This design comes from an exercise in tuning for small area, a short achievable clock period and few clock cycles per item on the open sky130 flow, not from production work.
Where RTL was checked, it was by simulation tests only, not by an equivalence proof against the original.
Only the layout flow was run in runs 1, 2, 5 and 6; the RTL was not checked for function there.
Power figures rest on the tool's default switching activity, not on a simulated workload.

File: flow/config.mk
export PLATFORM = sky130hd
export DESIGN_NAME = rtp_h264_depkt32
export DESIGN_NICKNAME = rtp_h264_depkt32
export VERILOG_FILES = /design/flow/design.v
export SDC_FILE = /design/flow/constraint.sdc
export NUM_CORES = 4
export LEC_CHECK = 0
export ABC_AREA = 1
export CAP_MARGIN = 20
export CORE_MARGIN = 2
export CORE_UTILIZATION = 40
export SETUP_SLACK_MARGIN = 2.9
export SLEW_MARGIN = 20
File: flow/constraint.sdc
create_clock -name core_clock -period 7.0 [get_ports {clk}]
set_input_delay 1.4000 -clock core_clock [delete_from_list [all_inputs] [get_ports {clk}]]
set_output_delay 1.4000 -clock core_clock [all_outputs]
set_load 0.01 [all_outputs]
File: flow/design.v
module depkt_core (
    input  wire        clk,
    input  wire        rst,
    input  wire        cfg_strict_f,
    input  wire        cfg_zero_byte,
    input  wire        in_valid,
    output wire        in_ready,
    input  wire [31:0] in_data,
    input  wire [2:0]  in_cnt,
    input  wire        in_last,
    output wire        out_valid,
    input  wire        out_ready,
    output reg  [31:0] out_data,
    output reg  [2:0]  out_cnt,
    output wire        res_valid,
    output wire [2:0]  res_cause,
    output wire [4:0]  res_flags
);
    localparam [2:0] C_OK         = 3'd0;
    localparam [2:0] C_SHORT      = 3'd1;
    localparam [2:0] C_FBIT       = 3'd2;
    localparam [2:0] C_TRUNC_DON  = 3'd3;
    localparam [2:0] C_TRUNC_SIZE = 3'd4;
    localparam [2:0] C_TRUNC_EXTRA= 3'd5;
    localparam [2:0] C_ZERO_SIZE  = 3'd6;
    localparam [2:0] C_TRUNC_UNIT = 3'd7;
    localparam [2:0] S_IDLE  = 3'd0;    
    localparam [2:0] S_COPY  = 3'd1;    
    localparam [2:0] S_DRAIN = 3'd2;    
    localparam [2:0] S_SZ    = 3'd3;    
    localparam [2:0] S_HDR   = 3'd4;    
    localparam [2:0] S_UNIT  = 3'd5;    
    localparam [2:0] S_RES   = 3'd6;    
    localparam [2:0] S_SKIP  = 3'd7;    
    reg  [2:0]  st;
    reg  [1:0]  p;           
    reg  [3:0]  e;           
    reg  [1:0]  ph;          
    reg  [1:0]  at;          
    reg  [15:0] remain;      
    reg  [2:0]  err;         
    reg  [4:0]  flags;
    reg         ufbit;       
    function [4:0] classify(input [4:0] t);
        case (t)
            5'd1: classify = 5'b01000;    
            5'd5: classify = 5'b10000;    
            5'd6: classify = 5'b00100;    
            5'd7: classify = 5'b00001;    
            5'd8: classify = 5'b00010;    
            default: classify = 5'b00000;
        endcase
    endfunction
    function [3:0] runl(input [1:0] a);
        runl = (a == 2'd2) ? 4'd5 : (a == 2'd3) ? 4'd6 : 4'd2;
    endfunction
    wire [7:0] b0 = in_data[7:0];
    wire [7:0] b1 = in_data[15:8];
    wire [4:0] t0 = b0[4:0];
    wire is_single = (t0 != 5'd0) && (t0[4:3] != 2'b11);
    wire is_ag     = (t0[4:2] == 3'b110);
    wire is_fu     = (t0[4:1] == 4'b1110);
    wire is_fub    = t0[0];
    wire fu_start  = b1[7];
    wire [2:0] idle_err = (in_last && !in_cnt[2] && !(in_cnt[1] && in_cnt[0])) ? C_SHORT :
                          (cfg_strict_f && b0[7])                            ? C_FBIT :
                          (is_fu && is_fub && in_last && in_cnt == 3'd3)     ? C_TRUNC_DON : C_OK;
    wire [1:0]  sh = p;
    reg  [31:0] shifted;
    always @(*) begin
        case (sh)
            2'd0: shifted = in_data;
            2'd1: shifted = {8'hxx, in_data[31:8]};
            2'd2: shifted = {16'hxxxx, in_data[31:16]};
            default: shifted = {24'hxxxxxx, in_data[31:24]};
        endcase
    end
    wire [7:0] hsel = shifted[7:0];    
    reg  [3:0] zbl;
    integer i;
    always @(*)
        for (i = 0; i < 4; i = i + 1)
            zbl[i] = (in_data[8*i +: 5] == 5'd6) || (in_data[8*i +: 5] == 5'd7) ||
                     (in_data[8*i +: 5] == 5'd8);
    wire       zb4  = cfg_zero_byte && zbl[p];
    wire [3:0] cnt4    = {1'b0, in_cnt};
    wire [3:0] cnt1h   = {in_cnt[2], !in_cnt[2] && in_cnt[1] && in_cnt[0],
                          !in_cnt[2] && in_cnt[1] && !in_cnt[0], !in_cnt[2] && !in_cnt[1]};
    wire       e_hi    = e[3] || e[2];
    wire       seg_all = e_hi || (cnt1h[2] && e[1] && e[0]) || (cnt1h[1] && e[1]) ||
                         (cnt1h[0] && (e[1] || e[0]));
    wire       seg_end = (e == 4'd0) || (cnt1h[3] && (!e[3] && !(e[2] && (e[1] || e[0])))) ||
                         (cnt1h[2] && !e_hi) || (cnt1h[1] && !e_hi && !(e[1] && e[0])) ||
                         (cnt1h[0] && !e_hi && !e[1]);
    reg  [2:0] avail;
    always @(*) begin
        case ({in_cnt, p})
            5'b100_00: avail = 3'd4;
            5'b100_01, 5'b011_00: avail = 3'd3;
            5'b100_10, 5'b011_01, 5'b010_00: avail = 3'd2;
            default: avail = 3'd1;
        endcase
    end
    wire [2:0] seg_n   = (e[3:2] == 2'b00 || e == 4'd4) ? e[2:0] - {1'b0, p} : avail;
    wire [15:0] size_next = {(ph == 2'd0) ? shifted[7:0] : remain[15:8],
                             (ph == 2'd0) ? ((p != 2'd3) ? shifted[15:8] : remain[7:0]) :
                             (ph == 2'd1) ? shifted[7:0] : remain[7:0]};
    wire        rem_zero  = (remain == 16'd0);
    wire [15:0] remain_dec = remain + {14'h3fff, p};      
    reg        emit;         
    reg        prefix;       
    reg        fuhdr;        
    reg        bdone;        
    reg  [2:0] ncopy;        
    always @(*) begin
        emit   = 1'b0;
        prefix = 1'b0;
        fuhdr  = 1'b0;
        bdone  = 1'b0;
        ncopy  = avail;
        case (st)
            S_IDLE: begin
                emit   = is_single || (is_fu && fu_start);
                prefix = is_single;
                fuhdr  = is_fu && fu_start;
            end
            S_COPY: begin
                emit  = 1'b1;
                bdone = 1'b1;
            end
            S_DRAIN, S_SKIP: bdone = 1'b1;
            S_SZ:    bdone = seg_all;
            S_HDR: begin
                emit   = !rem_zero;
                prefix = 1'b1;
            end
            S_UNIT: begin
                emit   = 1'b1;
                ncopy  = seg_n;
                bdone  = seg_all;
            end
            default: ;
        endcase
    end
    wire active = in_valid && (st != S_RES);
    wire wants  = (st == S_IDLE) || (st == S_COPY) || (st == S_HDR) || (st == S_UNIT);
    wire fire   = active && (!wants || out_ready);
    wire ending = fire && bdone && in_last;
    assign out_valid = in_valid && (((st == S_IDLE) && (is_single || (is_fu && fu_start))) ||
                                    (st == S_COPY) || (st == S_UNIT) ||
                                    ((st == S_HDR) && !rem_zero));
    assign in_ready  = in_valid && (((st == S_COPY) && out_ready) || (st == S_DRAIN) || (st == S_SKIP) ||
                                    ((st == S_SZ) && seg_all) ||
                                    ((st == S_UNIT) && seg_all && out_ready));
    wire   unit_done = (st == S_UNIT) && (e == {1'b0, in_cnt}) && !ufbit;
    assign res_valid = (st == S_RES) ||
                       (((st == S_COPY) || unit_done) && in_valid && in_last && out_ready);
    assign res_cause = (st != S_RES) ? C_OK :
                       (err == C_TRUNC_UNIT && rem_zero) ? C_ZERO_SIZE : err;
    assign res_flags = (st == S_RES && err != C_OK) ? 5'd0 : flags;
    wire       sel_pre = (st == S_IDLE) || (st == S_HDR);
    wire       sel_e   = (st == S_UNIT) && (e[3:2] == 2'b00 || e == 4'd4);
    wire [2:0] emp     = e[2:0] - {1'b0, p};
    wire       big     = zb4 || ((st == S_IDLE) && t0[4] && t0[3]);
    wire [7:0] lane3   = (st == S_IDLE) ? ((t0[4] && t0[3]) ? {b0[7:5], b1[4:0]} : 8'h01) :
                         (st == S_HDR)  ? 8'h01 : in_data[31:24];
    always @(*) begin
        out_data[31:24] = lane3;
        out_data[23:16] = sel_pre ? {7'd0, !zb4} : shifted[23:16];
        out_data[15:0]  = sel_pre ? 16'd0 : shifted[15:0];
        out_cnt         = sel_pre ? {big, !big, !big} : sel_e ? emp : avail;
    end
    reg [2:0] end_cause;
    always @(*) begin
        case (st)
            S_IDLE: end_cause = idle_err;
            S_SZ:   end_cause = (in_cnt == {1'b0, p}) ? C_OK :      
                                seg_end ? C_TRUNC_UNIT :
                                (ph == 2'd0 && avail == 3'd1) ? C_TRUNC_SIZE :
                                C_TRUNC_EXTRA;
            S_UNIT: end_cause = !seg_end ? C_TRUNC_UNIT : ufbit ? C_FBIT : C_OK;
            default: end_cause = err;
        endcase
    end
    wire [4:0] cls = classify((st == S_IDLE && is_fu) ? b1[4:0] : hsel[4:0]);
    wire       do_cls = (st == S_IDLE) ? (is_single || (is_fu && fu_start)) : (st == S_HDR);
    always @(posedge clk) begin
        if (rst) begin
            st <= S_IDLE;
            p  <= 2'd0;
        end else if (st == S_RES) begin
            st <= S_IDLE;
        end else if (fire) begin
            if (do_cls || st == S_IDLE)
                flags <= ((st == S_IDLE) ? 5'd0 : flags) | (do_cls ? cls : 5'd0);
            case (st)
                S_IDLE: begin
                    err <= idle_err;
                    ph  <= 2'd0;
                    at  <= t0[1:0];
                    if (is_single)
                        st <= S_COPY;
                    else if (is_fu) begin
                        if (is_fub)
                            st <= S_SKIP;
                        else begin
                            st <= S_COPY;
                            p  <= 2'd2;
                        end
                    end else if (is_ag) begin
                        st <= S_SZ;
                        if (t0[1:0] == 2'd0) begin
                            p <= 2'd1;
                            e <= 4'd3;
                        end else begin
                            p <= 2'd3;
                            e <= 4'd3 + runl(t0[1:0]);
                        end
                    end else
                        st <= S_DRAIN;
                    if (idle_err != C_OK)
                        st <= S_DRAIN;
                end
                S_SKIP:
                    st <= S_COPY;
                S_SZ: begin
                    remain <= size_next;
                    if (seg_end) begin
                        st <= S_HDR;
                        p  <= e[1:0];
                    end else begin
                        e  <= e - 4'd4;
                        ph <= (ph == 2'd0 && p == 2'd3) ? 2'd1 : 2'd2;
                    end
                end
                S_HDR: begin
                    ufbit <= cfg_strict_f && hsel[7];
                    e     <= (remain[15:3] != 13'd0) ? 4'hf : {2'b00, p} + {1'b0, remain[2:0]};
                    if (rem_zero) begin
                        err <= C_ZERO_SIZE;
                        st  <= S_DRAIN;
                    end else
                        st <= S_UNIT;
                end
                S_UNIT: begin
                    if (seg_end) begin
                        ph <= 2'd0;
                        p  <= e[1:0];
                        e  <= (seg_all ? 4'd0 : {2'b00, e[1:0]}) + runl(at);
                        if (ufbit) begin
                            err <= C_FBIT;
                            st  <= S_DRAIN;
                        end else
                            st <= S_SZ;
                    end else begin
                        if (!in_last)
                            remain <= remain_dec;
                        e <= (remain_dec[15:3] != 13'd0) ? 4'hf : {1'b0, remain_dec[2:0]};
                    end
                end
                default: ;
            endcase
            if (bdone)
                p <= 2'd0;
            if (ending && st != S_COPY && !unit_done) begin
                st  <= S_RES;
                err <= end_cause;
            end else if (ending)
                st <= S_IDLE;
        end
    end
endmodule
module rtp_h264_depkt32 (
    input  wire        clk,
    input  wire        rst,
    input  wire        cfg_strict_f,
    input  wire        cfg_zero_byte,
    input  wire        in_valid,
    output wire        in_ready,
    input  wire [31:0] in_data,
    input  wire [2:0]  in_cnt,
    input  wire        in_last,
    output wire        out_valid,
    input  wire        out_ready,
    output wire [31:0] out_data,
    output wire [2:0]  out_cnt,
    output wire        res_valid,
    output wire [2:0]  res_cause,
    output wire [4:0]  res_flags
);
    depkt_core core (
        .clk(clk), .rst(rst),
        .cfg_strict_f(cfg_strict_f), .cfg_zero_byte(cfg_zero_byte),
        .in_valid(in_valid), .in_ready(in_ready), .in_data(in_data), .in_cnt(in_cnt),
        .in_last(in_last),
        .out_valid(out_valid), .out_ready(out_ready), .out_data(out_data), .out_cnt(out_cnt),
        .res_valid(res_valid), .res_cause(res_cause), .res_flags(res_flags)
    );
endmodule
File: flow/flow/run.sh
#!/bin/bash
# The standard layout (standard.sh) with two changes:
#  - ABC maps for area (map -a) in synthesis: ORFS's scripts are copied and
#    their abc_area.script replaced with flow/abc_area.script (ABC_AREA is
#    set in config.mk); synthesis is otherwise the standard flow's own, so the registers
#    and their names are the standard synthesis's;
#  - the port buffers are buf_2 cells instead of the default delay buffers.
# The make output goes to standard.log; each step's log is under orfs/logs.
set -euo pipefail
rm -rf scripts_abc
cp -r "$FLOW_HOME/scripts" scripts_abc
cp flow/abc_area.script scripts_abc/abc_area.script
export SCRIPTS_DIR="$PWD/scripts_abc"
export BUFFER_PORTS_ARGS="-buffer_cell sky130_fd_sc_hd__buf_2"
bash standard.sh > standard.log 2>&1
File: flow/flow/abc_area.script
strash
dch
map -a
topo
stime -c
buffer -c
upsize -c
dnsize -c
File: flow/standard.sh
#!/bin/bash
# synth_recipe.tcl (not shown) runs the flow's synth.tcl, then flattens the netlist and writes it again
# the make line also repeats each setting of config.mk as NAME=value (left out here)
make -C /OpenROAD-flow-scripts/flow DESIGN_CONFIG=/design/flow/config.mk WORK_HOME=/design/flow/orfs CLKGATE_MAP_FILE= SYNTH_SCRIPT=/design/flow/synth_recipe.tcl "${@:-finish}"
==> flow_summary.toml, run 1 <==
[synthesis]
syn_avg_cell_area_sq_um = 6.556
syn_inst = 617
ys_ff_latch = 38
ys_seq_area_share_pct = 26.97
netlist_area_sq_um = 4045
ys.flop_type = "edfxtp_1"
synth_edf_count = 33
yosysWarningCount = 1
synth.distinct_cells = 46
syn_nets = 669
async_flop_share_pct = 0

[timing]
rsz0062_at_grt = "yes"
fin_tns_setup_ns = 0
fin_skew_ns = 0.01998
final-hold-violation-count = 0
max_freq_ghz = 0.2432
maxSlewHeadroom_pct = 50.55
period_share_pct = 58.73
finalWorstSetupSlack_ns = 2.889
min_period_ns = 4.111
setup_violations = 0
tightest_slew_ns = 0.7350
final-max-slew-violation-count = 0

[placed_design]
place.gp.congestion = 0.9535
numPortBuffers = 87
place_hpwl_um = 11510
preCtsSetupSlack_ns = 2.759
place_area_sq_um = 4614

[critical_path]
crit_family = "simple AND/OR/NAND/NOR gates"
worst_path_max_delay_cell = "o2111ai_2"
r2r_slack_ns = 3.43
endpoint = "in_ready"
timing.rr.end = "core.e[2]"
path_buf_inv = 5
max_stage_delay_ns = 0.24
worstPathCellList = "buf_4 > inv_2 > nor2_2 > inv_2 > nor2_4 > inv_2 > o2111ai_2 > nand2_1 > and3_4 > nor2_4 > buf_6"
cp_max_fo = 5
crit_start = "in_cnt[0]"
critical_path.endpoint_type = "primary output"
startpoint_type = "input pin"
reg2reg_from = "core.p[0]"
reg2reg_depth = 15
critPathMostFrequentCell = "inv_2"
crit_arrival_ns = 2.71
criticalPathCategory = "input pin to primary output"
cp.depth = 11
cp.required_ns = 5.60

[clocking]
clkTransAtPathRegs_ns = 0.09
clk_latency_ns = 0.31
cts.sinks = 38
clk_path_buf_depth = 2
cts_hold_buf = 0
cts_tree = "built"
numCtsBuffers = 5
cts_root_buffer = "clkbuf_8"
htree_num_levels = 2

[floorplanning]
ios = 88
die_y_um = 104.6
dieArea_sq_um = 10930
die_w_um = 104.6
core_sq_um = 9774
rows = 36
initial_core_util_pct = 41.39

[drt]
first_iter_violations = 426
vias_per_cell = 5.679
antenna_left = 0
vias = 4787
drt_pass1_iterations = 5
wl_um = 14680
drc = 0
wl_per_cell_um = 17.41

[pwr]
leakagePower_uw = 0.002193
ir_drop_mv = 0.1136
powerDensity_nw_per_um2 = 205.9
total_power_uw = 1005

[global_route]
overflow = 0
antenna_found_initial = 0
grt_pass1_wl_um = 22890
grt_use_total_pct = 25.86
grt_pass1_vias = 4568
grt_max_degree = 25

[finish]
final_area_sq_um = 4881
final_common_cell = "nor2_1"
fin_nets = 761
final_layout_size_suffix_gt1_share_pct = 24.08
fillCellCount = 1033
final_cell_mix = "nor2_1 (102), inv_1 (93), nand2_1 (87)"
n_antenna_cell = 0
syn_to_final_growth_pct = 20.66

[worst_hold_path]
whs_path_depth = 1
hold_class = "register to register"

[outcome]
status = "finished clean"

[run]
max_cap_viol_count = 0
[cell families (layout without fill, tap and decap cells)]
family	Yosys count	in the layout	share of synthesized area, %
buffers and inverters	126	218	11.85
AND/OR/NAND/NOR	276	277	30.87
flip-flops	38	38	26.97
adder cells (fa/ha/maj)	10	10	3.650
AO/OA/AOI/OAI	154	154	23.85
XOR/XNOR	13	13	2.815
[how the worst min path moves through the flow]
stage / to / startpoint
after global routing: core.ph[0] / core.ph[1]
final: core.ph[0] / core.ph[0]
after detailed placement: core.ph[0] / core.ph[0]
after CTS: core.ph[0] / core.ph[1]
after floorplan: core.ph[0] / core.ph[0]
after global placement: core.ph[0] / core.ph[0]
[flip-flops by register name (all words and copies together) (netlist names)]
name and flops:
core.err 3, core.p 2, core.ufbit 1, core.e 4, core.ph 2, core.at 2
core.flags 5, core.remain 16, core.st 3
[report_power, final]
part	switching [uW]	internal (uW)	total, uW	leakage (uW)
logic	367	186	553	0.00180
clock network	92.2	70.6	163	0.0000452
registers	18.4	271	289	0.000344
[cell usage after synthesis, types with 5 or more instances]
cell type / count / area, sq um
a221oi_1: 7 / 61.31
nand4_1: 6 / 37.54
edfxtp_1: 33 / 991.0
ha_1: 7 / 87.58
nor4_1: 13 / 81.33
inv_1: 96 / 360.4
xnor2_1: 6 / 52.55
a21oi_1: 35 / 175.2
nand3_1: 20 / 100.1
nor2_1: 109 / 409.1
nor2_4: 6 / 67.56
dfxtp_1: 5 / 100.1
a31oi_1: 9 / 56.30
a22oi_1: 7 / 52.55
o22ai_1: 14 / 87.58
nor3_1: 17 / 85.08
o21ai_0: 55 / 275.3
nor2_2: 8 / 50.05
clkbuf_1: 10 / 37.54
inv_2: 17 / 63.81
nand2_1: 88 / 330.3
xor2_1: 7 / 61.31
[layout make-up]
type	instances	area (sq um)	area share [%]
Multi-Input combinational cell	454	2564	52.53
Sequential cell	38	1094	22.40
Timing Repair Buffer	97	544.3	11.15
Inverter	113	426.7	8.741
Tap cell	133	166.4	3.409
Clock buffer	6	72.57	1.487
Clock inverter	2	13.76	0.2820
[timing repair]
item                                    4_1_cts  5_1_grt
gates cloned                                  0        1
gates resized for setup                      11       26
endpoints found under the setup margin        9       14
buffers inserted                              3        3
hold endpoints to repair                      0        0
pin swaps                                     3        8
[through the flow]
stage | util, % | std cells | hold slack, ns
6_report | 49.94 | 843 | 0.5855
2_1_floorplan | - | 617 | 0.5401
3_5_place_dp | 47.21 | 827 | 0.5661
3_3_place_gp | 47.21 | 827 | 0.5544
5_1_grt | 49.94 | 843 | 0.6074
4_1_cts | 48.71 | 838 | 0.5780
[layer usage]
layer / wire length (um) / vias to the layer above / global-route usage, %
met4: 282 / 0 / 5.019
met5: 0 / - / 0
met3: 1150 / 32 / 2.620
met1: 6229 / 2236 / 35.53
li1: - / 2278 / -
met2: 7017 / 241 / 44.21
==> run 2, diff against run 1 <==
--- a/flow/design.v
+++ b/flow/design.v
@@ -34,6 +34,8 @@
     localparam [2:0] S_SKIP  = 3'd7;    
     reg  [2:0]  st;
     reg  [1:0]  p;           
+    reg  [3:0]  p1h;         
+    reg  [1:0]  pn;          
     reg  [3:0]  e;           
     reg  [1:0]  ph;          
     reg  [1:0]  at;          
@@ -66,15 +68,10 @@
                           (cfg_strict_f && b0[7])                            ? C_FBIT :
                           (is_fu && is_fub && in_last && in_cnt == 3'd3)     ? C_TRUNC_DON : C_OK;
     wire [1:0]  sh = p;
-    reg  [31:0] shifted;
-    always @(*) begin
-        case (sh)
-            2'd0: shifted = in_data;
-            2'd1: shifted = {8'hxx, in_data[31:8]};
-            2'd2: shifted = {16'hxxxx, in_data[31:16]};
-            default: shifted = {24'hxxxxxx, in_data[31:24]};
-        endcase
-    end
+    wire [31:0] shifted = ({32{p1h[0]}} & in_data) |
+                          ({32{p1h[1]}} & {8'h00, in_data[31:8]}) |
+                          ({32{p1h[2]}} & {16'h0000, in_data[31:16]}) |
+                          ({32{p1h[3]}} & {24'h000000, in_data[31:24]});
     wire [7:0] hsel = shifted[7:0];    
     reg  [3:0] zbl;
     integer i;
@@ -82,7 +79,7 @@
         for (i = 0; i < 4; i = i + 1)
             zbl[i] = (in_data[8*i +: 5] == 5'd6) || (in_data[8*i +: 5] == 5'd7) ||
                      (in_data[8*i +: 5] == 5'd8);
-    wire       zb4  = cfg_zero_byte && zbl[p];
+    wire       zb4  = cfg_zero_byte && |(zbl & p1h);
     wire [3:0] cnt4    = {1'b0, in_cnt};
     wire [3:0] cnt1h   = {in_cnt[2], !in_cnt[2] && in_cnt[1] && in_cnt[0],
                           !in_cnt[2] && in_cnt[1] && !in_cnt[0], !in_cnt[2] && !in_cnt[1]};
@@ -152,9 +149,7 @@
     assign in_ready  = in_valid && (((st == S_COPY) && out_ready) || (st == S_DRAIN) || (st == S_SKIP) ||
                                     ((st == S_SZ) && seg_all) ||
                                     ((st == S_UNIT) && seg_all && out_ready));
-    wire   unit_done = (st == S_UNIT) && (e == {1'b0, in_cnt}) && !ufbit;
-    assign res_valid = (st == S_RES) ||
-                       (((st == S_COPY) || unit_done) && in_valid && in_last && out_ready);
+    assign res_valid = (st == S_RES) || (st == S_COPY && in_valid && in_last && out_ready);
     assign res_cause = (st != S_RES) ? C_OK :
                        (err == C_TRUNC_UNIT && rem_zero) ? C_ZERO_SIZE : err;
     assign res_flags = (st == S_RES && err != C_OK) ? 5'd0 : flags;
@@ -185,9 +180,10 @@
     wire [4:0] cls = classify((st == S_IDLE && is_fu) ? b1[4:0] : hsel[4:0]);
     wire       do_cls = (st == S_IDLE) ? (is_single || (is_fu && fu_start)) : (st == S_HDR);
     always @(posedge clk) begin
+        pn = p;
         if (rst) begin
             st <= S_IDLE;
-            p  <= 2'd0;
+            pn  = 2'd0;
         end else if (st == S_RES) begin
             st <= S_IDLE;
         end else if (fire) begin
@@ -205,15 +201,15 @@
                             st <= S_SKIP;
                         else begin
                             st <= S_COPY;
-                            p  <= 2'd2;
+                            pn  = 2'd2;
                         end
                     end else if (is_ag) begin
                         st <= S_SZ;
                         if (t0[1:0] == 2'd0) begin
-                            p <= 2'd1;
+                            pn = 2'd1;
                             e <= 4'd3;
                         end else begin
-                            p <= 2'd3;
+                            pn = 2'd3;
                             e <= 4'd3 + runl(t0[1:0]);
                         end
                     end else
@@ -227,7 +223,7 @@
                     remain <= size_next;
                     if (seg_end) begin
                         st <= S_HDR;
-                        p  <= e[1:0];
+                        pn  = e[1:0];
                     end else begin
                         e  <= e - 4'd4;
                         ph <= (ph == 2'd0 && p == 2'd3) ? 2'd1 : 2'd2;
@@ -245,7 +241,7 @@
                 S_UNIT: begin
                     if (seg_end) begin
                         ph <= 2'd0;
-                        p  <= e[1:0];
+                        pn  = e[1:0];
                         e  <= (seg_all ? 4'd0 : {2'b00, e[1:0]}) + runl(at);
                         if (ufbit) begin
                             err <= C_FBIT;
@@ -261,13 +257,15 @@
                 default: ;
             endcase
             if (bdone)
-                p <= 2'd0;
-            if (ending && st != S_COPY && !unit_done) begin
+                pn = 2'd0;
+            if (ending && st != S_COPY) begin
                 st  <= S_RES;
                 err <= end_cause;
             end else if (ending)
                 st <= S_IDLE;
         end
+        p   <= pn;
+        p1h <= 4'b0001 << pn;
     end
 endmodule
 module rtp_h264_depkt32 (
--- a/flow/config.mk
+++ b/flow/config.mk
@@ -9,5 +9,5 @@
 export CAP_MARGIN = 20
 export CORE_MARGIN = 2
 export CORE_UTILIZATION = 40
-export SETUP_SLACK_MARGIN = 2.9
+export SETUP_SLACK_MARGIN = 2
 export SLEW_MARGIN = 20
==> flow_summary.toml, run 2 <==
[clocking]
post-cts-setup-buffer-count = 0
cts_tree = "built"
cts_hold_buf = 0
clkTransAtPathRegs_ns = 0.08
clk_path_buf_depth = 2
htree_num_levels = 2
clk_latency_ns = 0.31
numCtsBuffers = 5
cts.sinks = 42
cts_root_buffer = "clkbuf_8"
ctsResizeCount = 0

[synthesis]
ys_seq_area_share_pct = 28.79
syn_inst = 612
ys.flop_type = "edfxtp_1"
syn_nets = 664
async_flop_share_pct = 0
synth_commonest_cells = "nor2_1 (120), inv_1 (100), nand2_1 (69)"
synthTopCellsByArea = "edfxtp_1 (24%), nor2_1 (11%), inv_1 (9.2%)"
ys_ff_latch = 42
synth_edf_count = 33
synth.distinct_cells = 48
synth_top_cell_by_area = "edfxtp_1"
synth_top_area_share_pct = 24.36
syn_avg_cell_area_sq_um = 6.646
yosysWarningCount = 1
synth.most_common_cell = "nor2_1"
netlist_area_sq_um = 4068

[global_route]
grt_pass1_vias = 4372
grt_pass1_wl_um = 22250
antenna_found_initial = 0
overflow = 0
grt_max_degree = 35
grt_use_total_pct = 25.10

[finish]
largest_register_ffs = 16
final_layout_size_suffix_gt1_share_pct = 18.97
n_antenna_cell = 0
final_common_cell = "nor2_1"
fin_nets = 747
syn_to_final_growth_pct = 16.27
final_cell_mix = "nor2_1 (120), inv_1 (100), buf_2 (87)"
top_register = "core.remain"
final_area_sq_um = 4730
final_util_pct = 48.17
stdcell_count = 829
fillCellCount = 1088
reg_top3 = "core.remain x16, core.flags x5"

[critical_path]
crit_arrival_ns = 3.03
crit_start = "in_data[3]"
reg2reg_from = "core.st[1]"
criticalPathCategory = "input pin to primary output"
cp_max_fo = 10
cp.required_ns = 5.60
critical_path.endpoint_type = "primary output"
startpoint_type = "input pin"
r2r_slack_ns = 3.99

[drt]
drt_pass1_iterations = 5
antenna_left = 0
vias = 4570
wl_per_cell_um = 16.58
vias_per_cell = 5.513
first_iter_violations = 300
wl_um = 13750
drc = 0

[pwr]
leakagePower_uw = 0.002151
ir_drop_mv = 0.07995
internal_power_uw = 498.6
p_sw_share_pct = 43.54
powerDensity_nw_per_um2 = 186.7
combPwrFrac_pct = 46.3
power_frac_clock_pct = 17.8
p_seq_share_pct = 35.9
total_power_uw = 883.1
p_switching_uw = 384.5

[timing]
max_freq_ghz = 0.2260
period_share_pct = 63.22
maxSlewHeadroom_pct = 37.21
final-max-slew-violation-count = 0
rsz0062_at_grt = "no"
setup_violations = 0
min_period_ns = 4.426
fin_skew_ns = 0.01749
tightest_slew_ns = 0.9347
final-hold-violation-count = 0
fin_tns_setup_ns = 0

[floorplanning]
core_sq_um = 9819
dieArea_sq_um = 10990
die_y_um = 104.8
initial_core_util_pct = 41.42
die_w_um = 104.8
rows = 36
ios = 88

[placed_design]
place_hpwl_um = 11080
place.gp.congestion = 1.010
place_area_sq_um = 4639
numPortBuffers = 87
placed_cells = 821

[worst_hold_path]
hold_class = "register to register"
min_from = "core.st[0]"

[run]
max_cap_viol_count = 0

[outcome]
status = "finished clean"
[run 2: cell count changes in the layout (fill, tap and decap cells not counted), sizes merged, moves of 5 or more]
cell,delta
nand2,-19
nor4,-6
nor2,+7
a22oi,+5
o21ai,-13
a31oi,-5
o22ai,+17
o2111ai,+6
buf,-5
[run 2: stage by stage]
| stage | hold slack [ns] | worst slack (ns) |
|---|---|---|
| after global routing | 0.6143 | 2.468 |
| after CTS | 0.5678 | 2.611 |
| final | 0.5620 | 2.574 |
| after floorplan | 0.5090 | 3.089 |
| after detailed placement | 0.5546 | 2.614 |
| after global placement | 0.5407 | 2.717 |
[run 2: cell families (layout without fill, tap and decap cells)]
group,Yosys count,count (layout),synth area share [%]
compound gates,155,155,23.90
flops,42,42,28.79
simple gates,262,262,28.45
fa+ha+maj,10,10,3.630
xor+xnor,15,15,3.230
buf+inv,128,212,12.00
[run 2: path summary, 6_finish.rpt]
check,cells after the start,endpoint
worst max-delay path,8,out_valid
worst min-delay path,2,core.st[0]
worst max register to register,10,core.flags[2]
worst min register to register,2,core.st[0]
[run 2: area by class of cell]
| cell class | count | area (sq um) | share of cell area (%) |
|---|---|---|---|
| multi-input cells | 442 | 2414 | 51.03 |
| flip-flops and latches | 42 | 1171 | 24.76 |
| repair buffers | 92 | 473.0 | 10.00 |
| inverters | 112 | 420.4 | 8.889 |
| well taps | 133 | 166.4 | 3.519 |
| clock buffers | 5 | 68.82 | 1.455 |
| clock inverters | 3 | 16.27 | 0.3439 |
[run 2: per-layer routing]
layer | track usage [%] | routed length, um | vias up
met5 | 0 | 0 | -
met4 | 8.667 | 374 | 0
met3 | 3.244 | 928 | 28
met2 | 39.05 | 6011 | 212
met1 | 35.73 | 6430 | 2081
li1 | - | - | 2249
[run 2: worst max-delay path, cell delays in order]
cell     delay [ns]
buf_2          0.10
inv_1          0.06
nor2_1         0.30
nand2_1        0.37
nor2_4         0.29
a22oi_1        0.15
a31oi_1        0.20
buf_2          0.15
[run 2: power by group through the flow]
stage | logic (uW) | clock network (uW) | registers (uW)
after floorplan | 271 | 0 | 308
after global placement | 399 | 0 | 322
after detailed placement | 402 | 0 | 322
after CTS | 404 | 160 | 316
after global routing | 454 | 167 | 319
final | 409 | 157 | 317
==> run 3, diff against run 2 <==
--- a/flow/design.v
+++ b/flow/design.v
@@ -34,8 +34,6 @@
     localparam [2:0] S_SKIP  = 3'd7;    
     reg  [2:0]  st;
     reg  [1:0]  p;           
-    reg  [3:0]  p1h;         
-    reg  [1:0]  pn;          
     reg  [3:0]  e;           
     reg  [1:0]  ph;          
     reg  [1:0]  at;          
@@ -68,10 +66,15 @@
                           (cfg_strict_f && b0[7])                            ? C_FBIT :
                           (is_fu && is_fub && in_last && in_cnt == 3'd3)     ? C_TRUNC_DON : C_OK;
     wire [1:0]  sh = p;
-    wire [31:0] shifted = ({32{p1h[0]}} & in_data) |
-                          ({32{p1h[1]}} & {8'h00, in_data[31:8]}) |
-                          ({32{p1h[2]}} & {16'h0000, in_data[31:16]}) |
-                          ({32{p1h[3]}} & {24'h000000, in_data[31:24]});
+    reg  [31:0] shifted;
+    always @(*) begin
+        case (sh)
+            2'd0: shifted = in_data;
+            2'd1: shifted = {8'hxx, in_data[31:8]};
+            2'd2: shifted = {16'hxxxx, in_data[31:16]};
+            default: shifted = {24'hxxxxxx, in_data[31:24]};
+        endcase
+    end
     wire [7:0] hsel = shifted[7:0];    
     reg  [3:0] zbl;
     integer i;
@@ -79,7 +82,7 @@
         for (i = 0; i < 4; i = i + 1)
             zbl[i] = (in_data[8*i +: 5] == 5'd6) || (in_data[8*i +: 5] == 5'd7) ||
                      (in_data[8*i +: 5] == 5'd8);
-    wire       zb4  = cfg_zero_byte && |(zbl & p1h);
+    wire       zb4  = cfg_zero_byte && zbl[p];
     wire [3:0] cnt4    = {1'b0, in_cnt};
     wire [3:0] cnt1h   = {in_cnt[2], !in_cnt[2] && in_cnt[1] && in_cnt[0],
                           !in_cnt[2] && in_cnt[1] && !in_cnt[0], !in_cnt[2] && !in_cnt[1]};
@@ -180,10 +183,9 @@
     wire [4:0] cls = classify((st == S_IDLE && is_fu) ? b1[4:0] : hsel[4:0]);
     wire       do_cls = (st == S_IDLE) ? (is_single || (is_fu && fu_start)) : (st == S_HDR);
     always @(posedge clk) begin
-        pn = p;
         if (rst) begin
             st <= S_IDLE;
-            pn  = 2'd0;
+            p  <= 2'd0;
         end else if (st == S_RES) begin
             st <= S_IDLE;
         end else if (fire) begin
@@ -201,15 +203,15 @@
                             st <= S_SKIP;
                         else begin
                             st <= S_COPY;
-                            pn  = 2'd2;
+                            p  <= 2'd2;
                         end
                     end else if (is_ag) begin
                         st <= S_SZ;
                         if (t0[1:0] == 2'd0) begin
-                            pn = 2'd1;
+                            p <= 2'd1;
                             e <= 4'd3;
                         end else begin
-                            pn = 2'd3;
+                            p <= 2'd3;
                             e <= 4'd3 + runl(t0[1:0]);
                         end
                     end else
@@ -223,7 +225,7 @@
                     remain <= size_next;
                     if (seg_end) begin
                         st <= S_HDR;
-                        pn  = e[1:0];
+                        p  <= e[1:0];
                     end else begin
                         e  <= e - 4'd4;
                         ph <= (ph == 2'd0 && p == 2'd3) ? 2'd1 : 2'd2;
@@ -241,7 +243,7 @@
                 S_UNIT: begin
                     if (seg_end) begin
                         ph <= 2'd0;
-                        pn  = e[1:0];
+                        p  <= e[1:0];
                         e  <= (seg_all ? 4'd0 : {2'b00, e[1:0]}) + runl(at);
                         if (ufbit) begin
                             err <= C_FBIT;
@@ -257,15 +259,13 @@
                 default: ;
             endcase
             if (bdone)
-                pn = 2'd0;
+                p <= 2'd0;
             if (ending && st != S_COPY) begin
                 st  <= S_RES;
                 err <= end_cause;
             end else if (ending)
                 st <= S_IDLE;
         end
-        p   <= pn;
-        p1h <= 4'b0001 << pn;
     end
 endmodule
 module rtp_h264_depkt32 (
==> flow/run.sh (new file) <==
#!/bin/bash
# synth_recipe.tcl (not shown) runs the flow's synth.tcl, then flattens the netlist and writes it again
# the make line also repeats each setting of config.mk as NAME=value (left out here)
make -C /OpenROAD-flow-scripts/flow DESIGN_CONFIG=/design/flow/config.mk WORK_HOME=/design/flow/orfs CLKGATE_MAP_FILE= SYNTH_SCRIPT=/design/flow/synth_recipe.tcl finish
--- a/flow/config.mk
+++ b/flow/config.mk
@@ -9,5 +9,5 @@
 export CAP_MARGIN = 20
 export CORE_MARGIN = 2
 export CORE_UTILIZATION = 40
-export SETUP_SLACK_MARGIN = 2
+export SETUP_SLACK_MARGIN = 2.0
 export SLEW_MARGIN = 20
removed: flow/flow/run.sh
removed: flow/flow/abc_area.script
removed: flow/standard.sh
==> flow_summary.toml, run 3 <==
[synthesis]
ys_ff_latch = 38
syn_avg_cell_area_sq_um = 6.422
synth_top_area_share_pct = 22.23
synth.distinct_cells = 52
synth.most_common_cell = "nand2_1"
syn_inst = 694
synth_commonest_cells = "nand2_1 (169), inv_1 (92), nor2_1 (90)"
ys_seq_area_share_pct = 24.48
synth_edf_count = 33
synthTopCellsByArea = "edfxtp_1 (22%), nand2_1 (14%), inv_1 (7.7%)"
async_flop_share_pct = 0
ys.flop_type = "edfxtp_1"
yosysWarningCount = 1
netlist_area_sq_um = 4457
synth_top_cell_by_area = "edfxtp_1"
syn_nets = 746

[timing]
period_share_pct = 69.30
rsz0062_at_grt = "no"
final-max-slew-violation-count = 0
setup_violations = 0
final-hold-violation-count = 0
tightest_slew_ns = 0.8066
max_freq_ghz = 0.2061
min_period_ns = 4.851
fin_skew_ns = 0.02475
fin_tns_setup_ns = 0
maxSlewHeadroom_pct = 46.23

[floorplanning]
die_w_um = 109.6
dieArea_sq_um = 12000
die_y_um = 109.6
core_sq_um = 10840
ios = 88
initial_core_util_pct = 41.11
rows = 38

[drt]
routed.top_layer = "met4"
wl_per_cell_um = 17.49
met3_length_um = 1067
vias_per_cell = 5.444
wl_met1_um = 7579
vias = 4987
drc = 0
first_iter_violations = 402
wl_um = 16020
antenna_left = 0
drt_pass1_iterations = 5
wl_met2_um = 7217

[finish]
n_antenna_cell = 0
reg_top3 = "core.remain x16, core.flags x5, core.e x4"
largest_register_ffs = 16
final_cell_mix = "nand2_1 (169), inv_1 (92), nor2_1 (89)"
fin_nets = 827
final_util_pct = 50.99
final_common_cell = "nand2_1"
top_register = "core.remain"
final_layout_size_suffix_gt1_share_pct = 12.37
syn_to_final_growth_pct = 24.03

[critical_path]
criticalPathCategory = "input pin to primary output"
critical_path.endpoint_type = "primary output"
cp.required_ns = 5.60
startpoint_type = "input pin"
crit_arrival_ns = 3.45
cp_max_fo = 8

[pwr]
leakagePower_uw = 0.002461
ir_drop_mv = 0.1077
powerDensity_nw_per_um2 = 163.6

[global_route]
grt_use_total_pct = 27.51
grt_pass1_wl_um = 25060
grt_max_degree = 26
antenna_found_initial = 0
overflow = 0
grt_pass1_vias = 4632

[clocking]
cts_root_buffer = "clkbuf_8"
clkTransAtPathRegs_ns = 0.09
cts_hold_buf = 0
clk_path_buf_depth = 2
numCtsBuffers = 5
htree_num_levels = 2
cts_tree = "built"
cts.sinks = 38
clk_latency_ns = 0.31

[run]
max_cap_viol_count = 0

[placed_design]
place_hpwl_um = 12820
numPortBuffers = 87
place.gp.congestion = 0.9366

[outcome]
status = "finished clean"

[worst_hold_path]
hold_class = "register to register"
[run 3: cell type report]
| type | instances | area [sq um] |
|---|---|---|
| fill | 1140 | 5313 |
| multi-input combinational | 529 | 2854 |
| sequential | 38 | 1091 |
| timing repair buffer | 88 | 878.3 |
| inverter | 113 | 434.2 |
| tap | 140 | 175.2 |
| clock buffer | 6 | 82.58 |
| clock inverter | 2 | 12.51 |
[run 3: worst paths after layout]
check | start | endpoint | slack (ns) | depth (start not counted)
max reg2reg | core.p[0] | core.e[1] | 4.10 | 14
max | in_data[1] | out_cnt[2] | 2.15 | 8
min reg2reg | core.flags[4] | core.flags[4] | 0.57 | 2
min | core.flags[4] | core.flags[4] | 0.57 | 2
[run 3: worst max-delay path, stage by stage]
cell and delay [ns]:
clkdlybuf4s50_1 0.61, nor2_2 0.26, nand3_1 0.10, o211ai_1 0.10, nand4_1 0.15, nand3_1 0.16
o21a_1 0.13, clkdlybuf4s50_1 0.53
[run 3: repair_timing]
| action | 4_1_cts | 5_1_grt |
|---|---|---|
| buffers inserted | 0 | 0 |
| gates resized for setup | 0 | 3 |
| setup endpoints to repair | 0 | 3 |
[run 3: per-stage QoR]
stage / hold WS [ns] / instances / setup slack (ns) / total power (uW) / cell area (sq um)
2_1_floorplan: 0.5201 / 694 / 3.423 / 540.9 / 4457
3_3_place_gp: 0.5492 / 908 / 2.206 / 725.2 / 5419
3_5_place_dp: 0.5529 / 908 / 2.142 / 727.3 / 5419
4_1_cts: 0.5769 / 916 / 2.124 / 899.6 / 5514
5_1_grt: 0.6591 / 916 / 2.029 / 953.1 / 5528
6_report: 0.5727 / 916 / 2.149 / 904.3 / 5528
[run 3: kinds of logic (layout without fill, tap and decap cells)]
| group | count (synthesis) | after routing | share of synthesized area [%] |
|---|---|---|---|
| compound gates | 134 | 134 | 18.42 |
| xor+xnor | 7 | 7 | 1.376 |
| fa+ha+maj | 10 | 10 | 3.313 |
| buf+inv | 127 | 209 | 11.79 |
| flops | 38 | 38 | 24.48 |
| simple gates | 378 | 378 | 40.62 |
[run 3: per-layer routing]
layer,track usage (%),up-vias
li1,-,2454
met3,3.616,9
met4,5.877,0
met5,0,-
met2,42.33,200
met1,40.93,2324
[run 3: power by group]
group | total [uW] | internal, uW | leakage [uW] | switching (uW)
Clock | 174 | 79.5 | 0.0000472 | 94.8
Combinational | 451 | 181 | 0.00207 | 270
Sequential | 279 | 262 | 0.000342 | 16.7
Testbench counts of run 3, summed over its fixed seeds: cycles 48,649, in bytes 177,094.
==> run 4, diff against run 3 <==
--- a/flow/config.mk
+++ b/flow/config.mk
@@ -9,5 +9,5 @@
 export CAP_MARGIN = 20
 export CORE_MARGIN = 2
 export CORE_UTILIZATION = 40
-export SETUP_SLACK_MARGIN = 2.0
+export SETUP_SLACK_MARGIN = 2.9
 export SLEW_MARGIN = 20
==> flow_summary.toml, run 4 <==
[synthesis]
ys.flop_type = "edfxtp_1"
synth_fa_ha_area_share_pct = 3.313
synth.distinct_cells = 52
synth.mux.area_fraction_pct = 0
synthXorXnorAreaFrac_pct = 1.376
async_flop_share_pct = 0
synth_top_area_share_pct = 22.23
yosysWarningCount = 1
syn_inst = 694
synth_edf_count = 33
syn_nets = 746
synth_compound_area_share_pct = 18.42
ys_seq_area_share_pct = 24.48
syn_avg_cell_area_sq_um = 6.422
netlist_area_sq_um = 4457
synth_top_family_by_area = "simple AND/OR/NAND/NOR gates"
ys_ff_latch = 38
synth_commonest_cells = "nand2_1 (169), inv_1 (92), nor2_1 (90)"
synthTopCellsByArea = "edfxtp_1 (22%), nand2_1 (14%), inv_1 (7.7%)"
synth.most_common_cell = "nand2_1"
synth_top_cell_by_area = "edfxtp_1"
synth-simple-area-share_pct = 40.62

[drt]
first_iter_violations = 429
drc = 0
drt_pass1_iterations = 5
vias_per_cell = 5.422
antenna_left = 0
wl_um = 16570
wl_per_cell_um = 17.50
vias = 5135

[floorplanning]
dieArea_sq_um = 12000
rows = 38
core_sq_um = 10840
initial_core_util_pct = 41.11
die_w_um = 109.6
ios = 88
die_y_um = 109.6

[global_route]
grt_pass1_wl_um = 25850
grt_use_total_pct = 28.32
grt_max_degree = 26
grt_pass1_vias = 4817
antenna_found_initial = 0
overflow = 0

[timing]
finalWorstSetupSlack_ns = 2.923
fin_skew_ns = 0.02125
rsz0062_at_grt = "yes"
final-hold-violation-count = 0
period_share_pct = 58.25
max_freq_ghz = 0.2453
tightest_slew_ns = 0.7790
fin_tns_setup_ns = 0
maxSlewHeadroom_pct = 48.07
setup_violations = 0
min_period_ns = 4.077
final-max-slew-violation-count = 0

[clocking]
clk_latency_ns = 0.31
cts_root_buffer = "clkbuf_8"
cts_tree = "built"
cts_hold_buf = 0
clkTransAtPathRegs_ns = 0.09
numCtsBuffers = 5
clk_path_buf_depth = 2
htree_num_levels = 2
cts.sinks = 38

[finish]
fin_nets = 858
final_cell_mix = "nand2_1 (167), nor2_1 (88), inv_1 (81)"
top_register = "core.remain"
reg_top3 = "core.remain x16, core.flags x5, core.e x4"
n_antenna_cell = 0
final_layout_size_suffix_gt1_share_pct = 21.93
largest_register_ffs = 16
final_common_cell = "nand2_1"
stdcell_count = 947
syn_to_final_growth_pct = 30.29

[pwr]
leakagePower_uw = 0.002804
ir_drop_mv = 0.1073
powerDensity_nw_per_um2 = 161.8

[critical_path]
critical_path.endpoint_type = "primary output"
reg2reg_from = "core.p[1]"
reg2reg_depth = 16
r2r_slack_ns = 4.16
cp.required_ns = 5.60
timing.rr.end = "core.err[0]"
crit_arrival_ns = 2.68
cp_max_fo = 4
startpoint_type = "input pin"
criticalPathCategory = "input pin to primary output"

[outcome]
status = "finished clean"

[placed_design]
preCtsSetupSlack_ns = 2.142
numPortBuffers = 87
placed_cells = 908
place.gp.congestion = 0.9366
place_hpwl_um = 12820

[worst_hold_path]
whs_endpoint = "core.flags[4]"
whs_path_depth = 2
min_from = "core.flags[4]"
hold_class = "register to register"

[run]
max_cap_viol_count = 0
==> run 4: cell counts after synthesis <==
Identical to the previous run, type by type.
==> run 4: repair_timing <==
| action | 4_1_cts | 5_1_grt |
|---|---|---|
| cloned | 1 | 0 |
| buffers inserted | 18 | 12 |
| endpoints found under the setup margin | 37 | 28 |
| resized for setup | 99 | 50 |
| pin swaps | 14 | 11 |
==> run 4: metal layers <==
layer	GRT usage [%]	up-vias	wire (um)
met3	4.564	24	1211
met5	0	-	0
met1	40.64	2379	7602
met4	7.324	0	346
li1	-	2518	-
met2	44.14	214	7411
==> run 4: stage by stage <==
stage | instance area [sq um] | power, uW | hold WS (ns) | util [%]
6_report | 5807 | 939.7 | 0.5699 | 53.57
5_1_grt | 5807 | 992.6 | 0.6595 | 53.57
4_1_cts | 5717 | 915.4 | 0.5769 | 52.74
3_5_place_dp | 5419 | 727.3 | 0.5529 | 49.99
3_3_place_gp | 5419 | 725.2 | 0.5492 | 49.99
2_1_floorplan | 4457 | 540.9 | 0.5201 | -
==> run 4: cell families after synthesis <==
kind of cell	Yosys count
and+or+nand+nor	378
AOI/OAI and AO/OA	134
buffers and inverters	127
DFF	38
adders and majority gates	10
xor gates and xnor gates	7
==> run 4: power by group <==
group | internal (uW) | leakage (uW) | switching (uW)
combinational | 197 | 0.00241 | 292
clock | 79.5 | 0.0000472 | 92.6
sequential | 262 | 0.000343 | 16.7
total | 539 | 0.00280 | 401
==> run 4: how the worst max path moves through the flow <==
| stage | from | end | slack, ns | cells after the start |
|---|---|---|---|---|
| floorplan | in_data[18] | out_cnt[2] | 3.42 | 8 |
| global placement | in_data[1] | out_cnt[2] | 2.21 | 8 |
| detailed placement | in_data[1] | out_cnt[2] | 2.14 | 8 |
| CTS | in_data[20] | out_data[12] | 2.70 | 6 |
| global route | in_cnt[0] | out_cnt[0] | 2.86 | 10 |
| finish | in_data[11] | out_data[3] | 2.92 | 6 |
==> run 4: critical path, cell delays in order <==
cell	delay, ns
dlygate4sd2_1	0.32
nand2_1	0.09
nand4_1	0.14
inv_1	0.07
nor2_1	0.09
clkdlybuf4s50_1	0.57
==> run 4: area by class of cell <==
class                           count  area, sq um
Multi-Input combinational cell    529         2972
Timing Repair inverter              1        7.507
Clock inverter                      2        12.51
Timing Repair Buffer              118         1023
Tap cell                          140        175.2
Sequential cell                    38         1094
Fill cell                        1137         5034
Clock buffer                        6        82.58
Inverter                          113        440.4
==> run 5, diff against run 4 <==
--- a/flow/design.v
+++ b/flow/design.v
@@ -31,7 +31,6 @@
     localparam [2:0] S_HDR   = 3'd4;    
     localparam [2:0] S_UNIT  = 3'd5;    
     localparam [2:0] S_RES   = 3'd6;    
-    localparam [2:0] S_SKIP  = 3'd7;    
     reg  [2:0]  st;
     reg  [1:0]  p;           
     reg  [3:0]  e;           
@@ -62,6 +61,8 @@
     wire is_fu     = (t0[4:1] == 4'b1110);
     wire is_fub    = t0[0];
     wire fu_start  = b1[7];
+    wire fua_ns    = (t0 == 5'd28) && !fu_start;       
+    wire fu_b      = (t0 == 5'd29);
     wire [2:0] idle_err = (in_last && !in_cnt[2] && !(in_cnt[1] && in_cnt[0])) ? C_SHORT :
                           (cfg_strict_f && b0[7])                            ? C_FBIT :
                           (is_fu && is_fub && in_last && in_cnt == 3'd3)     ? C_TRUNC_DON : C_OK;
@@ -120,15 +121,16 @@
         ncopy  = avail;
         case (st)
             S_IDLE: begin
-                emit   = is_single || (is_fu && fu_start);
+                emit   = is_single || (is_fu && fu_start) || (fua_ns && in_cnt != 3'd2);
                 prefix = is_single;
                 fuhdr  = is_fu && fu_start;
+                bdone  = fua_ns || fu_b;
             end
             S_COPY: begin
                 emit  = 1'b1;
                 bdone = 1'b1;
             end
-            S_DRAIN, S_SKIP: bdone = 1'b1;
+            S_DRAIN: bdone = 1'b1;
             S_SZ:    bdone = seg_all;
             S_HDR: begin
                 emit   = !rem_zero;
@@ -146,27 +148,36 @@
     wire wants  = (st == S_IDLE) || (st == S_COPY) || (st == S_HDR) || (st == S_UNIT);
     wire fire   = active && (!wants || out_ready);
     wire ending = fire && bdone && in_last;
-    assign out_valid = in_valid && (((st == S_IDLE) && (is_single || (is_fu && fu_start))) ||
+    assign out_valid = in_valid && (((st == S_IDLE) && (is_single || (is_fu && fu_start) ||
+                                                       (fua_ns && (in_cnt[2] || in_cnt[0])))) ||
                                     (st == S_COPY) || (st == S_UNIT) ||
                                     ((st == S_HDR) && !rem_zero));
-    assign in_ready  = in_valid && (((st == S_COPY) && out_ready) || (st == S_DRAIN) || (st == S_SKIP) ||
+    assign in_ready  = in_valid && ((((st == S_COPY) || (st == S_IDLE && (fua_ns || fu_b))) && out_ready) ||
+                                    (st == S_DRAIN) ||
                                     ((st == S_SZ) && seg_all) ||
                                     ((st == S_UNIT) && seg_all && out_ready));
     assign res_valid = (st == S_RES) || (st == S_COPY && in_valid && in_last && out_ready);
     assign res_cause = (st != S_RES) ? C_OK :
                        (err == C_TRUNC_UNIT && rem_zero) ? C_ZERO_SIZE : err;
     assign res_flags = (st == S_RES && err != C_OK) ? 5'd0 : flags;
-    wire       sel_pre = (st == S_IDLE) || (st == S_HDR);
-    wire       sel_e   = (st == S_UNIT) && (e[3:2] == 2'b00 || e == 4'd4);
-    wire [2:0] emp     = e[2:0] - {1'b0, p};
-    wire       big     = zb4 || ((st == S_IDLE) && t0[4] && t0[3]);
-    wire [7:0] lane3   = (st == S_IDLE) ? ((t0[4] && t0[3]) ? {b0[7:5], b1[4:0]} : 8'h01) :
-                         (st == S_HDR)  ? 8'h01 : in_data[31:24];
+    wire [7:0] fu_h = {b0[7:5], b1[4:0]};
     always @(*) begin
-        out_data[31:24] = lane3;
-        out_data[23:16] = sel_pre ? {7'd0, !zb4} : shifted[23:16];
-        out_data[15:0]  = sel_pre ? 16'd0 : shifted[15:0];
-        out_cnt         = sel_pre ? {big, !big, !big} : sel_e ? emp : avail;
+        case (st)
+            S_IDLE: begin
+                out_data = {(t0[4] && t0[3]) ? fu_h : 8'h01, zb4 ? 8'h00 : 8'h01,
+                            (t0[4] && t0[3] && !fu_start) ? in_data[31:16] : 16'h0000};
+                out_cnt  = (t0[4] && t0[3] && !fu_start) ? {1'b0, in_cnt[2], !in_cnt[2]} :
+                           ((t0[4] && t0[3]) || zb4) ? 3'd4 : 3'd3;
+            end
+            S_HDR: begin
+                out_data = {8'h01, zb4 ? 8'h00 : 8'h01, 16'h0000};
+                out_cnt  = zb4 ? 3'd4 : 3'd3;
+            end
+            default: begin
+                out_data = shifted;
+                out_cnt  = ncopy;
+            end
+        endcase
     end
     reg [2:0] end_cause;
     always @(*) begin
@@ -199,12 +210,9 @@
                     if (is_single)
                         st <= S_COPY;
                     else if (is_fu) begin
-                        if (is_fub)
-                            st <= S_SKIP;
-                        else begin
-                            st <= S_COPY;
-                            p  <= 2'd2;
-                        end
+                        st <= S_COPY;
+                        if (fu_start && !is_fub)
+                            p <= 2'd2;
                     end else if (is_ag) begin
                         st <= S_SZ;
                         if (t0[1:0] == 2'd0) begin
@@ -219,8 +227,6 @@
                     if (idle_err != C_OK)
                         st <= S_DRAIN;
                 end
-                S_SKIP:
-                    st <= S_COPY;
                 S_SZ: begin
                     remain <= size_next;
                     if (seg_end) begin
==> flow/flow/run.sh (new file) <==
#!/bin/bash
set -euo pipefail
export BUFFER_PORTS_ARGS="-buffer_cell sky130_fd_sc_hd__buf_2"
bash standard.sh > standard.log 2>&1
==> flow/standard.sh (new file) <==
#!/bin/bash
# synth_recipe.tcl (not shown) runs the flow's synth.tcl, then flattens the netlist and writes it again
# the make line also repeats each setting of config.mk as NAME=value (left out here)
make -C /OpenROAD-flow-scripts/flow DESIGN_CONFIG=/design/flow/config.mk WORK_HOME=/design/flow/orfs CLKGATE_MAP_FILE= SYNTH_SCRIPT=/design/flow/synth_recipe.tcl "${@:-finish}"
--- a/flow/config.mk
+++ b/flow/config.mk
@@ -9,5 +9,5 @@
 export CAP_MARGIN = 20
 export CORE_MARGIN = 2
 export CORE_UTILIZATION = 40
-export SETUP_SLACK_MARGIN = 2.9
+export SETUP_SLACK_MARGIN = 2
 export SLEW_MARGIN = 20
removed: flow/run.sh
==> flow_summary.toml, run 5 <==
[global_route]
grt_pass1_vias = 4784
grt_max_degree = 23
grt_pass1_wl_um = 25500
grt_use_total_pct = 28.51
overflow = 0
antenna_found_initial = 0

[floorplanning]
die_w_um = 107.5
ios = 88
die_y_um = 107.5
core_sq_um = 10370
rows = 37
dieArea_sq_um = 11550
initial_core_util_pct = 41.31

[timing]
rsz0062_at_grt = "no"
tightest_slew_ns = 0.7417
maxSlewHeadroom_pct = 50.03
holdWs_ns = 0.5780
fin_tns_setup_ns = 0
period_share_pct = 63.83
min_period_ns = 4.468
fin_skew_ns = 0.01435
final-hold-violation-count = 0
final-max-slew-violation-count = 0
setup_violations = 0
max_freq_ghz = 0.2238

[critical_path]
critical_path.endpoint_type = "primary output"
worst_path_max_delay_cell = "dfxtp_1"
crit_arrival_ns = 3.07
startpoint_type = "register"
max_stage_delay_ns = 0.65
cp.required_ns = 5.60
criticalPathCategory = "register to primary output"
worstPathCellList = "inv_1 > nand2_1 > inv_1 > nand3_1 > o21ai_0 > nor3_1 > nand2_1 > nand2_1 > nand3_1 > nand3_1 > buf_2"
cp_max_fo = 13

[clocking]
clk_path_buf_depth = 2
htree_num_levels = 2
cts_tree = "built"
clkTransAtPathRegs_ns = 0.09
numCtsBuffers = 5
cts.sinks = 38
post-cts-setup-buffer-count = 0
clk_latency_ns = 0.30
cts_root_buffer = "clkbuf_8"
cts_hold_buf = 0
ctsResizeCount = 0

[drt]
wl_met2_um = 6801
met3_length_um = 1623
wl_um = 16330
vias_per_cell = 5.678
wl_met1_um = 7332
routed.top_layer = "met4"
vias = 5133
drc = 0
wl_per_cell_um = 18.06
drt_pass1_iterations = 7
antenna_left = 0
first_iter_violations = 496

[synthesis]
synth.distinct_cells = 48
synth_top_cell_by_area = "edfxtp_1"
async_flop_share_pct = 0
yosysWarningCount = 1
ys_seq_area_share_pct = 25.47
syn_avg_cell_area_sq_um = 6.254
synth_commonest_cells = "nand2_1 (163), inv_1 (94), nor2_1 (90)"
netlist_area_sq_um = 4284
synth_top_area_share_pct = 23.13
syn_nets = 737
synth.most_common_cell = "nand2_1"
syn_inst = 685
ys.flop_type = "edfxtp_1"
synth_edf_count = 33
synthTopCellsByArea = "edfxtp_1 (23%), nand2_1 (14%), inv_1 (8.2%)"
ys_ff_latch = 38

[pwr]
power_frac_clock_pct = 19.5
internal_power_uw = 648.5
p_sw_share_pct = 47.55
combPwrFrac_pct = 55.8
leakagePower_uw = 0.002363
ir_drop_mv = 0.1159
total_power_uw = 1236
powerDensity_nw_per_um2 = 248.2
p_switching_uw = 587.9
p_seq_share_pct = 24.7

[finish]
top_register = "core.remain"
final_layout_size_suffix_gt1_share_pct = 17.71
syn_to_final_growth_pct = 16.27
reg_top3 = "core.remain x16, core.flags x5, core.e x4"
fillCellCount = 1117
final_cell_mix = "nand2_1 (163), inv_1 (94), nor2_1 (90)"
final_common_cell = "nand2_1"
largest_register_ffs = 16
fin_nets = 819
n_antenna_cell = 0

[placed_design]
place_hpwl_um = 13280
place.gp.congestion = 0.9633
numPortBuffers = 87

[worst_hold_path]
hold_class = "register to register"

[outcome]
status = "finished clean"

[run]
max_cap_viol_count = 0
-- run 5: cell count changes after synthesis, sizes merged, moves of 6 or more --
cell	delta
o21ai	+12
nand3	-7
nor2	-11
nand2	-19
inv	-6
a21oi	-8
o22ai	+14
-- run 5: final timing paths --
kind	from	endpoint	slack [ns]	depth (start not counted)
setup / recovery	core.p[1]	out_cnt[0]	2.53	11
hold / removal	core.flags[0]	core.flags[0]	0.58	2
setup reg to reg	core.p[1]	core.flags[4]	3.93	8
hold reg to reg	core.flags[0]	core.flags[0]	0.58	2
-- run 5: final cells by class --
| type | count | area [sq um] | share of cell area (%) |
|---|---|---|---|
| inverters | 107 | 401.6 | 8.063 |
| clock inverters | 2 | 60.06 | 1.206 |
| flip-flops and latches | 38 | 1091 | 21.90 |
| clock buffers | 6 | 82.58 | 1.658 |
| repair buffers | 91 | 465.4 | 9.344 |
| multi-input cells | 524 | 2710 | 54.41 |
| well taps | 136 | 170.2 | 3.416 |
-- run 5: logic make-up (layout without fill, tap and decap cells) --
group	after synthesis	count (layout)	share of synthesized area [%]
AOI/OAI and AO/OA	162	162	22.26
xor gates and xnor gates	5	5	1.022
adders and majority gates	10	10	3.446
buffers and inverters	123	206	11.27
DFF	38	38	25.47
and+or+nand+nor	347	347	36.54
-- run 5: per-stage QoR --
| step | utilization (%) | instances | setup slack [ns] | cell area, sq um |
|---|---|---|---|---|
| global route | 48.03 | 904 | 2.370 | 4981 |
| CTS | 48.03 | 904 | 2.675 | 4981 |
| detailed placement | 46.66 | 896 | 2.724 | 4838 |
| global placement | 46.66 | 896 | 2.801 | 4838 |
| floorplan | - | 685 | 3.177 | 4284 |
| finish | 48.03 | 904 | 2.532 | 4981 |
-- run 5: layer usage --
metal	global-route usage, %	up-vias
li1	-	2476
met1	41.38	2301
met2	42.14	319
met3	4.600	37
met4	10.99	0
met5	0	-
-- run 5: worst max-delay path, delay by kind of cell (launching register included) --
family | cells | cell delay [ns]
AOI/OAI and AO/OA | 1 | 0.11
and+or+nand+nor | 7 | 1.21
buffers and inverters | 3 | 0.79
DFF | 1 | 0.65
-- run 5: power groups by stage --
stage	sequential (uW)	clock (uW)	combinational [uW]
2_1_floorplan	299	0	442
3_3_place_gp	310	0	680
3_5_place_dp	309	0	674
4_1_cts	304	242	678
5_1_grt	308	252	751
6_report	305	242	690
==> run 6, diff against run 5 <==
==> flow/flow/run.sh (replaced) <==
#!/bin/bash
# The standard layout (standard.sh) with two changes:
#  - ABC maps for area (map -a) in synthesis: ORFS's scripts are copied and
#    their abc_area.script replaced with flow/abc_area.script (ABC_AREA is
#    set in config.mk); synthesis is otherwise the standard flow's own, so the registers
#    and their names are the standard synthesis's;
#  - the port buffers are buf_2 cells instead of the default delay buffers.
# The make output goes to standard.log; each step's log is under orfs/logs.
set -euo pipefail
rm -rf scripts_abc
cp -r "$FLOW_HOME/scripts" scripts_abc
cp flow/abc_area.script scripts_abc/abc_area.script
export SCRIPTS_DIR="$PWD/scripts_abc"
export BUFFER_PORTS_ARGS="-buffer_cell sky130_fd_sc_hd__buf_2"
bash standard.sh > standard.log 2>&1
==> flow/flow/abc_area.script (new file) <==
strash
dch
map -a
topo
stime -c
buffer -c
upsize -c
dnsize -c
==> flow_summary.toml, run 6 <==
[clocking]
clk_latency_ns = 0.30
htree_num_levels = 2
cts_root_buffer = "clkbuf_8"
clkTransAtPathRegs_ns = 0.08
numCtsBuffers = 5
cts_tree = "built"
clk_path_buf_depth = 2
cts.sinks = 38
post-cts-setup-buffer-count = 0

[critical_path]
worstPathCellList = "inv_1 > nor2_1 > inv_1 > o211ai_1 > a31oi_1 > nand3_1 > inv_1 > a221o_1 > buf_2"
endpoint = "out_cnt[2]"
critPathMostFrequentCell = "inv_1"
critical_path.endpoint_type = "primary output"
startpoint_type = "register"
timing.rr.end = "core.err[2]"
worst_path_max_delay_cell = "dfxtp_1"
max_stage_delay_ns = 0.66
criticalPathCategory = "register to primary output"
cp.depth = 9
crit_arrival_ns = 3.22
reg2reg_depth = 14
cp_max_fo = 12
cp.required_ns = 5.60
reg2reg_from = "core.st[1]"
r2r_slack_ns = 3.13
crit_family = "buffers and inverters"
path_buf_inv = 4
crit_start = "core.p[1]"

[timing]
final-hold-violation-count = 0
setup_violations = 0
max_freq_ghz = 0.2163
maxSlewHeadroom_pct = 25.77
final-max-slew-violation-count = 0
rsz0062_at_grt = "no"
min_period_ns = 4.624
tightest_slew_ns = 1.105
period_share_pct = 66.05
fin_skew_ns = 0.005728
fin_tns_setup_ns = 0

[synthesis]
syn_avg_cell_area_sq_um = 6.847
synth.distinct_cells = 50
synthTopCellsByArea = "edfxtp_1 (25%), inv_1 (9.1%), nor2_1 (8.6%)"
synth_top_cell_by_area = "edfxtp_1"
ys_seq_area_share_pct = 27.66
yosysWarningCount = 1
synth_top_area_share_pct = 25.13
ys.flop_type = "edfxtp_1"
async_flop_share_pct = 0
synth_commonest_cells = "inv_1 (96), nor2_1 (90), nand2_1 (58)"
synth_edf_count = 33
netlist_area_sq_um = 3944
syn_nets = 628
synth.most_common_cell = "inv_1"
syn_inst = 576
ys_ff_latch = 38

[worst_hold_path]
hold_class = "register to register"
whs_path_depth = 2

[finish]
fin_nets = 710
n_antenna_cell = 0
top_register = "core.remain"
final_common_cell = "inv_1"
final_cell_mix = "inv_1 (96), nor2_1 (89), buf_2 (87)"
syn_to_final_growth_pct = 17.29
reg_top3 = "core.remain x16, core.flags x5, core.e x4"
largest_register_ffs = 16
final_layout_size_suffix_gt1_share_pct = 19.73
final_util_pct = 47.76

[floorplanning]
ios = 88
dieArea_sq_um = 10670
rows = 36
die_y_um = 103.3
core_sq_um = 9684
die_w_um = 103.3
initial_core_util_pct = 40.72

[pwr]
powerDensity_nw_per_um2 = 281.4
ir_drop_mv = 0.1284
total_power_uw = 1302
leakagePower_uw = 0.002012

[global_route]
grt_use_total_pct = 29.06
grt_pass1_wl_um = 23430
grt_max_degree = 21
overflow = 0
grt_pass1_vias = 4351
antenna_found_initial = 0

[drt]
drt_pass1_iterations = 7
first_iter_violations = 472
drc = 0
vias_per_cell = 6.072
wl_per_cell_um = 19.24
vias = 4809
wl_um = 15240
antenna_left = 0

[outcome]
status = "finished clean"

[placed_design]
place.gp.congestion = 1.041
numPortBuffers = 87
place_hpwl_um = 12120

[run]
max_cap_viol_count = 0
==> run 6: logic make-up after synthesis <==
kind of cell               count (synthesis)  share of synthesized area, %
buffers and inverters                    123                         11.77
adders and majority gates                 10                         3.744
and+or+nand+nor                          211                         23.83
DFF                                       38                         27.67
muxes                                      1                        0.2538
xor gates and xnor gates                  16                         3.553
AOI/OAI and AO/OA                        177                         29.19
==> run 6: worst reg2reg max path, cell delays in order, from the launching register on <==
cell,delay [ns]
dfxtp_1,0.35
nor2_1,0.11
buf_4,0.28
inv_1,0.28
nor2_2,0.59
inv_1,0.41
a21oi_1,0.27
a2111oi_2,0.06
a21oi_2,0.18
nand2_2,0.10
nor2_4,0.14
inv_2,0.07
nor2_4,0.16
a211oi_1,0.09
a2111oi_2,0.43
==> run 6: metal layers <==
| layer | vias to the layer above | track usage, % | wire length, um | part of all wire, % |
|---|---|---|---|---|
| met5 | - | 0 | 0 | 0 |
| met4 | 0 | 8.401 | 404 | 2.7 |
| met3 | 45 | 5.712 | 1549 | 10 |
| met2 | 319 | 43.71 | 6646 | 44 |
| met1 | 2242 | 42.32 | 6639 | 44 |
| li1 | 2203 | - | - | - |
==> run 6: worst min-delay path by stage <==
stage,start,end,slack [ns]
2_1_floorplan,core.st[1],core.st[1],0.53
3_3_place_gp,core.st[1],core.st[1],0.59
3_5_place_dp,core.st[1],core.st[1],0.58
4_1_cts,core.st[1],core.st[1],0.59
5_1_grt,core.st[1],core.st[1],0.62
6_report,core.st[1],core.st[1],0.60
==> run 6: area by class of cell <==
class	count	area, sq um
fill	1019	5059
multi-input combinational	415	2391
sequential	38	1091
timing repair buffer	91	465.4
inverter	107	402.9
tap	133	166.4
clock buffer	5	68.82
clock inverter	3	40.04
==> run 6: repair_timing <==
action                                  CTS  global route
gates resized for setup                   0             1
hold buffers                              0             0
endpoints found under the setup margin    0             2
endpoints found under the hold margin     0             0
==> run 6: per-stage QoR <==
step	hold slack (ns)	instances	area [sq um]	worst slack (ns)
2_1_floorplan	0.5285	576	3944	3.024
3_3_place_gp	0.5948	784	4514	2.514
3_5_place_dp	0.5842	784	4514	2.513
4_1_cts	0.5950	792	4623	2.171
5_1_grt	0.6248	792	4626	2.153
6_report	0.5956	792	4626	2.376
==> run 6: power breakdown <==
group          leakage, uW  switching [uW]  internal [uW]  total [uW]
Clock            0.0000579            83.8            105         189
Sequential        0.000342            28.0            289         317
Combinational      0.00161             540            255         796
Total              0.00201             652            649        1300

static timing again, ports no longer ideal:
The flow's constraints put no driver on any port. The routed layouts listed below were extracted and timed again, unchanged, in two steps. Step 1 assumes that a clkbuf_16 drives the clock port and a buf_2 every other input. Step 2 moves the port delays by t, midway between the first and last clock arrival at a register: inputs arrive t later, outputs are due t later. That takes back most of the time a late clock gives input paths. Three values: ideal, step 1, step 2; two values: the first two.
| run | t, ns | setup slack, ns | worst setup path after step 2 | slew at the worst register clock pin (ns) | worst slew at a driven data input, ns |
|---|---|---|---|---|---|
| run 1 | 0.332 | 2.889 / 2.864 / 2.864 | input to output | 0.10 / 0.10 | 0.05 |
| run 2 | 0.332 | 2.574 / 2.549 / 2.549 | input to output | 0.09 / 0.09 | 0.04 |
| run 3 | 0.336 | 2.149 / 2.121 / 2.121 | input to output | 0.10 / 0.10 | 0.05 |
| run 4 | 0.333 | 2.923 / 2.897 / 2.897 | input to output | 0.09 / 0.09 | 0.04 |
| run 5 | 0.327 | 2.532 / 2.499 / 2.625 | input to output | 0.09 / 0.09 | 0.03 |
| run 6 | 0.328 | 2.376 / 2.346 / 2.418 | input to output | 0.08 / 0.08 | 0.03 |
After both steps every run listed still meets setup and hold. For run 3, which loses most, drivers alone change the setup slack by -0.028 ns; drivers and shift together by -0.028 ns.
